Context: an optimization exercise on an open-source flow, tuned for small area and a short achievable clock period. The choices shown serve that exercise and are no tape-out recipe. At most, simulation tests tie the RTL to the original design; equivalence was not proved.

## pelcod_packer
module pelcod_packer #(
    parameter RAW_MAX = 8
) (
    input  wire       clk,
    input  wire       rst,              
    input  wire [7:0] addr_i,           
    input  wire       sink_present_i,
    input  wire       cmd_valid,
    output wire       cmd_ready,
    input  wire [4:0] cmd_op,
    input  wire [31:0] cmd_arg,
    input  wire       raw_valid,
    output wire       raw_ready,
    input  wire [7:0] raw_data,
    input  wire       raw_last,
    input  wire       raw_none,
    output wire       snk_valid,
    input  wire       snk_ready,
    output wire [7:0] snk_data,
    output wire       snk_first,
    output wire       snk_last,
    output wire       snk_empty,
    input  wire       snk_done,
    input  wire       snk_fail,
    input  wire [7:0] snk_err,
    output wire       st_valid,
    output wire [2:0] st_code,
    output wire [7:0] st_err
);
clock: 25.0 ns
lec_check: 0
abc_area: 1
cap_margin: 20
core_margin: 2
core_utilization: 70
cts_buf_list: sky130_fd_sc_hd__clkbuf_8
slew_margin: 20
standard.sh (not shown) runs the stock make flow with config.mk's settings and CLKGATE_MAP_FILE= SYNTH_SCRIPT=/design/flow/synth_recipe.tcl, a recipe that flattens the netlist after the stock synthesis.
==> flow/flow/run.sh <==
#!/bin/bash
# Standard layout, with small port buffers instead of delay cells, and
# timing repair aimed at a tighter setup slack than the 25 ns clock needs.
export BUFFER_PORTS_ARGS="-buffer_cell sky130_fd_sc_hd__buf_2"
export SETUP_SLACK_MARGIN=19
bash standard.sh > standard.log 2>&1
Rerun with:
--- a/flow/design.v
+++ b/flow/design.v
@@ -232,35 +232,41 @@
                 4'd2: nb = dv;
                 default: nb = ck;
             endcase
         end
     end
     wire load  = pre_q && (!vq || snk_ready);
     wire acc_n = load && !op_raw && (j >= 4'd2) && (j <= 4'd5);
-    wire       send_n  = (s_chk && sink_present_i) || (s_send && !(xfer && f_last));
-    wire [3:0] j_n     = s_chk ? (op_raw ? ((j != 4'd0) ? j - 4'd1 : 4'd0) : 4'd6)
-                               : (load ? j - 4'd1 : j);
     wire [2:0] p_n     = (s_chk && !op_raw) ? 3'd1 : p + 3'd1;
     wire       sdone_n = (sact && s_last) || sdone;
     wire [5:0] r_n     = (sact || sdone) ? r - 6'sd2 : r;
     wire al_d1_n = (r_n[3:1] == {3{r_n[0]}});
     wire al_d2_n = (r_n[2:1] == {2{r_n[0]}}) && (r_n[3] != r_n[0]);
-    reg  cond_n;
-    always @(*) begin
-        cond_n = ((p_n + j_n[2:0]) == 3'd0);
-        if (!op_raw) begin
-            case (j_n)
-                4'd3: cond_n = sdone_n && (op_s6 ? al_d2_n : al_d1_n);
-                4'd2: cond_n = sdone_n && al_d2_n;
-                4'd1: cond_n = !acc_n;
-                default: cond_n = (p_n == 3'd6);
+    function pre_f;
+        input [3:0] jj;
+        input       acc;
+        begin
+            if (jj == 4'd0)
+                pre_f = 1'b0;
+            else if (op_raw)
+                pre_f = ((p_n + jj[2:0]) == 3'd0);
+            else case (jj)
+                4'd3:    pre_f = sdone_n && (op_s6 ? al_d2_n : al_d1_n);
+                4'd2:    pre_f = sdone_n && al_d2_n;
+                4'd1:    pre_f = !acc;
+                default: pre_f = (p_n == 3'd6);
             endcase
         end
-    end
-    wire pre_n = send_n && (j_n != 4'd0) && cond_n;
+    endfunction
+    wire [3:0] j_chk = op_raw ? ((j != 4'd0) ? j - 4'd1 : 4'd0) : 4'd6;
+    wire pre_c = pre_f(j_chk, 1'b0);
+    wire pre_l = pre_f(j - 4'd1, !op_raw && (j >= 4'd2) && (j <= 4'd5));
+    wire pre_w = pre_f(j, 1'b0);
+    wire pre_n = s_chk ? (sink_present_i && pre_c) :
+                 s_send ? (load ? pre_l : pre_w) : 1'b0;
     wire cap      = s_raw && ((j == 4'd0) || (p == 3'd1));
     wire raw_fire = cap && raw_valid;
     wire raw_end  = raw_fire && (raw_none || raw_last);
     reg [63:0] ring_n;
     integer q, l;
     always @(*) begin
         for (q = 0; q < 7; q = q + 1)
The changed run produced a clean layout.
Die area climbs by 3.6%.
First-iteration DRC count rose by 2.5%.
Setup slack gets better by 0.20 ns.
Via count is higher by 5.2%.
Cell area is about the same.
Global-route usage climbs by 0.73 points.
No functional check of the RTL was part of the first run of this note.

-- separate check: timing with driven ports --
The flow's constraints put no driver on any port. The routed layouts listed below were extracted and timed again, unchanged, in two steps.
Step 1 sets driving cells, clkbuf_16 on the clock port and buf_2 on the other inputs (assumed; they add their load-dependent delay and slew).
Step 2 adds t to the input delays and takes it off the output delays; t is the mean of the earliest and latest rising clock arrival at the registers after step 1. Input paths then give back, and output paths get back, about the clock's delay inside the block.
a / b / c = no drivers / after step 1 / after step 2; a / b = the first two.
run	shift t [ns]	slack for setup (ns)	hold slack, ns	slew at the worst register clock pin (ns)
the first run	0.504	18.780 / 18.782 / 18.278	0.325 / 0.325 / 0.325	0.08 / 0.08
the second run	0.503	18.981 / 18.944 / 18.641	0.331 / 0.331 / 0.331	0.09 / 0.09
After both steps every run listed still meets setup and hold. For the first run, which loses most, drivers alone change the setup slack by +0.002 ns; drivers and shift together by -0.502 ns.
